Background: an optimization exercise with open tools, aiming at small area. Do not read the settings as production practice.
Only simulation tests tie the RTL to the original design; equivalence was not proved.
Power is estimated from default activity; no workload was simulated.

## red
## sector_reader
module sector_reader (
  input  wire        clk,
  input  wire        rst,
  input  wire        cmd_valid,
  input  wire [2:0]  cmd_op,
  input  wire [7:0]  cmd_c,
  input  wire [7:0]  cmd_h,
  input  wire [7:0]  cmd_r,
  input  wire [7:0]  cmd_n,
  input  wire        stop,
  input  wire        mfm,
  input  wire        skip,
  input  wire [7:0]  gap,
  input  wire [1:0]  scan_cond,
  input  wire [7:0]  scan_byte,
  input  wire        scan_over,
  input  wire        sink_ovr,
  input  wire        poll,
  input  wire        bit_in,
  input  wire        index,
  input  wire        phys_ok,
  output wire        busy,
  output reg         data_valid,
  output wire [7:0]  data_byte,
  output reg         done,
  output reg  [3:0]  done_code,
  output reg         wrong_am,
  output wire [7:0]  id_c,
  output wire [7:0]  id_h,
  output wire [7:0]  id_r,
  output wire [7:0]  id_n,
  output wire [15:0] id_crc,
  output wire [7:0]  err_bits,
  output wire        cmp_match
);
Size in the first run: roughly 680 cells after synthesis, about 92 flip-flops, roughly 140 I/O pins, roughly 0.0060 mm^2 of cells after synthesis.
Settings: LEC_CHECK=0, CAP_MARGIN=20, CORE_MARGIN=2, CORE_UTILIZATION=50, PLACE_DENSITY=0.65, SLEW_MARGIN=20, BUFFER_PORTS_ARGS=-buffer_cell sky130_fd_sc_hd__buf_1, CTS_ARGS=-sink_clustering_enable -repair_clock_nets -dont_use_dummy_load -buf_list sky130_fd_sc_hd__clkbuf_8; clock period 8.0 ns.
standard.sh (not shown) runs the stock make flow with config.mk's settings and CLKGATE_MAP_FILE= SYNTH_SCRIPT=/design/flow/synth_recipe.tcl, a recipe that flattens the netlist after the stock synthesis.
==> flow/flow/run.sh <==
#!/bin/bash
# Standard ORFS layout (the standard.sh, standard synthesis unchanged) with
# two layout choices: the port buffers are the smallest buffer cell, and clock
# tree synthesis uses smaller clock buffers without dummy loads.
set -euo pipefail
cat >> config.mk <<'EOC'
export BUFFER_PORTS_ARGS = -buffer_cell sky130_fd_sc_hd__buf_1
export CTS_ARGS = -sink_clustering_enable -repair_clock_nets -dont_use_dummy_load -buf_list sky130_fd_sc_hd__clkbuf_8
EOC
bash standard.sh finish > standard.log 2>&1
red reached the final stage; the timing, design-rule and antenna checks on its layout passed.
Inputs modified between red and blue:
Settings: setting REMOVE_ABC_BUFFERS to 1 for the first time; setting GPL_TIMING_DRIVEN to 0 for the first time.
==> flow/flow/run.sh <==
#!/bin/bash
# Standard ORFS layout (the standard.sh, standard synthesis unchanged) with
# these layout choices: the buffers that synthesis (ABC) inserted are removed
# at floorplan, the port buffers are the smallest buffer cell, and clock tree
# synthesis uses clkbuf_8 without dummy loads. The make output goes to
# standard.log; each ORFS step keeps its own log under orfs/logs.
set -euo pipefail
cat >> config.mk <<'EOC'
export REMOVE_ABC_BUFFERS = 1
export BUFFER_PORTS_ARGS = -buffer_cell sky130_fd_sc_hd__buf_1
export CTS_ARGS = -sink_clustering_enable -repair_clock_nets -dont_use_dummy_load -buf_list sky130_fd_sc_hd__clkbuf_8
EOC
bash standard.sh finish > standard.log 2>&1
Results
- Of red and blue, the lower share of the clock period used by the worst path after layout belongs to red.
- blue and red ended up with roughly the same worst-skew pair later-pin latency.
- blue vs. red: global-route usage went down by 0.37 points.
- Compared red against blue; share of power burned in the clock network within noise.
- Diff red -> blue: power neither gained nor lost much; maximum clock frequency down about 2.3%.
- Total number of vias: blue better than red
- blue ended up with a lower count of plain and timing-repair buffers in the layout than red did.
- As far as register area goes, blue and red are indistinguishable; the numbers are identical.
- Cmp blue vs red: post-route standard cell area excluding fillers higher in blue
- Compared to red, blue shows a narrower setup margin.


sector_reader, a different RTL version from the one above (not shown whole).
Size: ~670 cells after synthesis, about 93 flip-flops, ~140 I/O pins, about 5800 sq um of cells after synthesis.
export LEC_CHECK = 0
export CAP_MARGIN = 20
export CORE_MARGIN = 2
export CORE_UTILIZATION = 50
export PLACE_DENSITY = 0.65
export SLEW_MARGIN = 20
export BUFFER_PORTS_ARGS = -buffer_cell sky130_fd_sc_hd__buf_1
export GPL_KEEP_OVERFLOW = 0
export CTS_ARGS = -sink_clustering_enable -repair_clock_nets -dont_use_dummy_load -buf_list sky130_fd_sc_hd__clkbuf_8
create_clock -name core_clock -period 8.0 [get_ports {clk}]
==> flow/flow/run.sh <==
#!/bin/bash
# Standard ORFS layout (the standard.sh, standard synthesis unchanged) with
# two layout choices: the port buffers are the smallest buffer cell, and clock
# tree synthesis uses smaller clock buffers without dummy loads.
set -euo pipefail
cat >> config.mk <<'EOC'
export BUFFER_PORTS_ARGS = -buffer_cell sky130_fd_sc_hd__buf_1
export GPL_KEEP_OVERFLOW = 0
export CTS_ARGS = -sink_clustering_enable -repair_clock_nets -dont_use_dummy_load -buf_list sky130_fd_sc_hd__clkbuf_8
EOC
bash standard.sh finish > standard.log 2>&1
==> next run, changes <==
--- a/flow/flow/run.sh
+++ b/flow/flow/run.sh
@@ -6,5 +6,4 @@
 cat >> config.mk <<'EOC'
 export BUFFER_PORTS_ARGS = -buffer_cell sky130_fd_sc_hd__buf_1
-export GPL_KEEP_OVERFLOW = 0
 export CTS_ARGS = -sink_clustering_enable -repair_clock_nets -dont_use_dummy_load -buf_list sky130_fd_sc_hd__clkbuf_8
 EOC
CORE_UTILIZATION = 70   (was 50)
GPL_KEEP_OVERFLOW = not set   (was 0)
GPL_ROUTABILITY_DRIVEN = 0   (was not set)
PLACE_DENSITY = 0.85   (was 0.65)
=>
- The new run completed without violations
- global-route usage went up by 9.0 points
- routed wire length drops by a few percent
- cell count shrinks by a few percent
- fmax shrinks by a few percent
- area after synthesis is unchanged
- setup slack degrades by 0.20 ns
- die area went down by a quarter to a third
==> next run, changes <==
--- a/flow/flow/run.sh
+++ b/flow/flow/run.sh
@@ -6,5 +6,5 @@
 cat >> config.mk <<'EOC'
 export BUFFER_PORTS_ARGS = -buffer_cell sky130_fd_sc_hd__buf_1
-export CTS_ARGS = -sink_clustering_enable -repair_clock_nets -dont_use_dummy_load -buf_list sky130_fd_sc_hd__clkbuf_8
+export CTS_ARGS = -sink_clustering_enable -repair_clock_nets -dont_use_dummy_load -root_buf sky130_fd_sc_hd__clkbuf_8 -buf_list sky130_fd_sc_hd__clkbuf_4
 EOC
 bash standard.sh finish > standard.log 2>&1
CORE_UTILIZATION = 65   (was 70)
CTS_ARGS = -sink_clustering_enable -repair_clock_nets -dont_use_dummy_load -root_buf sky130_fd_sc_hd__clkbuf_8 -buf_list sky130_fd_sc_hd__clkbuf_4   (was -sink_clustering_enable -repair_clock_nets -dont_use_dummy_load -buf_list sky130_fd_sc_hd__clkbuf_8)
GPL_ROUTABILITY_DRIVEN = not set   (was 0)
PLACE_DENSITY = 0.8   (was 0.85)
What happened: The changed run produced a clean layout. Flip-flop and latch count stays the same. Sequential power shrinks by about 0.8%. Synthesized cell count is unchanged. Worst setup slack improved by 0.34 ns.
==> next run, changes <==
--- a/flow/flow/run.sh
+++ b/flow/flow/run.sh
@@ -6,5 +6,5 @@
 cat >> config.mk <<'EOC'
 export BUFFER_PORTS_ARGS = -buffer_cell sky130_fd_sc_hd__buf_1
-export CTS_ARGS = -sink_clustering_enable -repair_clock_nets -dont_use_dummy_load -root_buf sky130_fd_sc_hd__clkbuf_8 -buf_list sky130_fd_sc_hd__clkbuf_4
+export CTS_ARGS = -sink_clustering_enable -repair_clock_nets -dont_use_dummy_load -buf_list sky130_fd_sc_hd__clkbuf_8
 EOC
 bash standard.sh finish > standard.log 2>&1
CAP_MARGIN = 0   (was 20)
CORE_UTILIZATION = 50   (was 65)
CTS_ARGS = -sink_clustering_enable -repair_clock_nets -dont_use_dummy_load -buf_list sky130_fd_sc_hd__clkbuf_8   (was -sink_clustering_enable -repair_clock_nets -dont_use_dummy_load -root_buf sky130_fd_sc_hd__clkbuf_8 -buf_list sky130_fd_sc_hd__clkbuf_4)
PLACE_DENSITY = 0.65   (was 0.8)
SLEW_MARGIN = 0   (was 20)
The changed run passed the timing, design-rule and antenna checks; cell area is higher by 0.89%; via count shrinks by 2.5%; hold slack loses 0.010 ns; die area increases by 29%.
==> next run, changes <==
==> flow/flow/run.sh (replaced) <==
#!/bin/bash
# Standard ORFS layout (the standard.sh, standard synthesis unchanged) with
# these layout choices: the buffers that synthesis (ABC) inserted are removed
# at floorplan, the port buffers are the smallest buffer cell, and clock tree
# synthesis uses clkbuf_8 without dummy loads. The make output goes to
# standard.log; each ORFS step keeps its own log under orfs/logs.
set -euo pipefail
cat >> config.mk <<'EOC'
export REMOVE_ABC_BUFFERS = 1
export BUFFER_PORTS_ARGS = -buffer_cell sky130_fd_sc_hd__buf_1
export CTS_ARGS = -sink_clustering_enable -repair_clock_nets -dont_use_dummy_load -buf_list sky130_fd_sc_hd__clkbuf_8
EOC
bash standard.sh finish > standard.log 2>&1
CAP_MARGIN = 20   (was 0)
GPL_TIMING_DRIVEN = 0   (was not set)
REMOVE_ABC_BUFFERS = 1   (was not set)
SLEW_MARGIN = 20   (was 0)
The new run completed with no timing, DRC or antenna violations.
Design area hardly moves.
Count of clock-buffer cells in the layout stays the same.
Wire length decreases slightly.
==> next run, changes <==
==> flow/flow/run.sh (replaced) <==
#!/bin/bash
# Standard ORFS layout (the standard.sh, standard synthesis unchanged) with
# two layout choices: the port buffers are the smallest buffer cell, and clock
# tree synthesis uses smaller clock buffers without dummy loads.
set -euo pipefail
cat >> config.mk <<'EOC'
export BUFFER_PORTS_ARGS = -buffer_cell sky130_fd_sc_hd__buf_1
export CTS_ARGS = -sink_clustering_enable -repair_clock_nets -dont_use_dummy_load -buf_list sky130_fd_sc_hd__clkbuf_8
EOC
bash standard.sh finish > standard.log 2>&1
GPL_TIMING_DRIVEN = not set   (was 0)
REMOVE_ABC_BUFFERS = not set   (was 1)
Power hardly moves. Register-to-register slack is better by 0.23 ns. Setup slack improves by 0.17 ns. Clock skew grows by 0.0051 ns. First-iteration DRC count came out lower by about a fifth.


Starting RTL as in the previous note.
clock: 8.0 ns
lec_check: 0
cap_margin: 20
core_margin: 2
core_utilization: 80
place_density: 0.92
slew_margin: 20
buffer_ports_args: -buffer_cell sky130_fd_sc_hd__buf_1
cts_args: -sink_clustering_enable -repair_clock_nets -dont_use_dummy_load -buf_list sky130_fd_sc_hd__clkbuf_8
==> flow/flow/run.sh <==
#!/bin/bash
# Standard ORFS layout (the standard.sh, standard synthesis unchanged) with
# two layout choices: the port buffers are the smallest buffer cell, and clock
# tree synthesis uses smaller clock buffers without dummy loads.
set -euo pipefail
cat >> config.mk <<'EOC'
export BUFFER_PORTS_ARGS = -buffer_cell sky130_fd_sc_hd__buf_1
export CTS_ARGS = -sink_clustering_enable -repair_clock_nets -dont_use_dummy_load -buf_list sky130_fd_sc_hd__clkbuf_8
EOC
bash standard.sh finish > standard.log 2>&1
The starting point went through all stages and came out clean.
Next try:
--- a/flow/config.mk
+++ b/flow/config.mk
@@ -8,6 +8,6 @@
 export CAP_MARGIN = 20
 export CORE_MARGIN = 2
-export CORE_UTILIZATION = 80
-export PLACE_DENSITY = 0.92
+export CORE_UTILIZATION = 65
+export PLACE_DENSITY = 0.8
 export SLEW_MARGIN = 20
 export BUFFER_PORTS_ARGS = -buffer_cell sky130_fd_sc_hd__buf_1
Result: Clock power goes down by about 2%; total power falls by 1.8%; die area goes up by 22%; first-iteration DRC count is lower by 49%; count of clock-buffer cells in the layout does not change; synthesized cell count does not change; setup slack gets worse by 32 ps; final area stays flat; wire length came out lower by 3.2%.
Next try:
--- a/flow/flow/run.sh
+++ b/flow/flow/run.sh
@@ -6,5 +6,5 @@
 cat >> config.mk <<'EOC'
 export BUFFER_PORTS_ARGS = -buffer_cell sky130_fd_sc_hd__buf_1
-export CTS_ARGS = -sink_clustering_enable -repair_clock_nets -dont_use_dummy_load -buf_list sky130_fd_sc_hd__clkbuf_8
+export CTS_ARGS = -sink_clustering_enable -repair_clock_nets -dont_use_dummy_load -buf_list sky130_fd_sc_hd__clkbuf_8 -sink_clustering_size 20 -sink_clustering_max_diameter 100
 EOC
 bash standard.sh finish > standard.log 2>&1
==> flow/config.mk (replaced) <==
export PLATFORM = sky130hd
export DESIGN_NAME = sector_reader
export DESIGN_NICKNAME = sector_reader
export VERILOG_FILES = /design/flow/design.v
export SDC_FILE = /design/flow/constraint.sdc
export NUM_CORES = 4
export LEC_CHECK = 0
export CAP_MARGIN = 20
export CORE_MARGIN = 2
export CORE_UTILIZATION = 50
export PLACE_DENSITY = 0.65
export SLEW_MARGIN = 20
export BUFFER_PORTS_ARGS = -buffer_cell sky130_fd_sc_hd__buf_1
export CTS_ARGS = -sink_clustering_enable -repair_clock_nets -dont_use_dummy_load -buf_list sky130_fd_sc_hd__clkbuf_8 -sink_clustering_size 20 -sink_clustering_max_diameter 100
Outcome: The changed run completed with no timing, DRC or antenna violations; global-route usage came out lower by 7.6 points; register-to-register slack gains 140 ps; wire length came out higher by about 2.4%; worst hold slack loses 10 ps; worst setup slack gains 53 ps; die area came out higher by 29%; maximum frequency came out higher by 1.3%; cell count came out higher by 4.3%; via count came out lower by 2.5%.

separate check: timing with driven ports:
The flow's constraints put no driver on any port. The routed layouts listed below were extracted and timed again, unchanged, in two steps.
Step 1, drivers: a clkbuf_16 drives clk and a buf_2 each remaining input, both assumed.
Step 2 moves the port delays by t, midway between the first and last clock arrival at a register: inputs arrive t later, outputs are due t later. That takes back most of the time a late clock gives input paths.
a / b / c = ideal ports / drivers / drivers and shift; a / b = the first two.
run	t, ns	slack for setup (ns)	hold WS [ns]	clock arrival spread, ns	pins driven straight from the clock port
red	0.410	3.576 / 3.583 / 3.172	0.481 / 0.481 / 0.481	0.027 / 0.027	1
blue	0.417	3.473 / 3.484 / 3.067	0.496 / 0.496 / 0.496	0.034 / 0.034	1
the first run of note 2	0.416	3.629 / 3.642 / 3.226	0.504 / 0.504 / 0.504	0.023 / 0.022	1
the second run of note 2	0.389	3.427 / 3.438 / 3.050	0.508 / 0.508 / 0.508	0.034 / 0.033	1
the third run of note 2	0.393	3.771 / 3.780 / 3.387	0.516 / 0.516 / 0.516	0.026 / 0.025	1
the fourth run of note 2	0.407	3.824 / 3.840 / 3.433	0.506 / 0.506 / 0.506	0.019 / 0.019	1
the fifth run of note 2	0.410	3.653 / 3.667 / 3.257	0.513 / 0.513 / 0.513	0.014 / 0.014	1
the sixth run of note 2	0.407	3.824 / 3.840 / 3.433	0.506 / 0.506 / 0.506	0.019 / 0.019	1
the first run of note 3	0.391	3.803 / 3.811 / 3.420	0.513 / 0.513 / 0.513	0.022 / 0.022	1
the second run of note 3	0.393	3.771 / 3.780 / 3.387	0.516 / 0.516 / 0.516	0.026 / 0.025	1
the third run of note 3	0.407	3.824 / 3.840 / 3.433	0.506 / 0.506 / 0.506	0.019 / 0.019	1
After both steps setup and hold are still met in every run listed. The setup slack of blue, which loses most, moves by +0.011 ns with the drivers and by -0.406 ns with both steps.
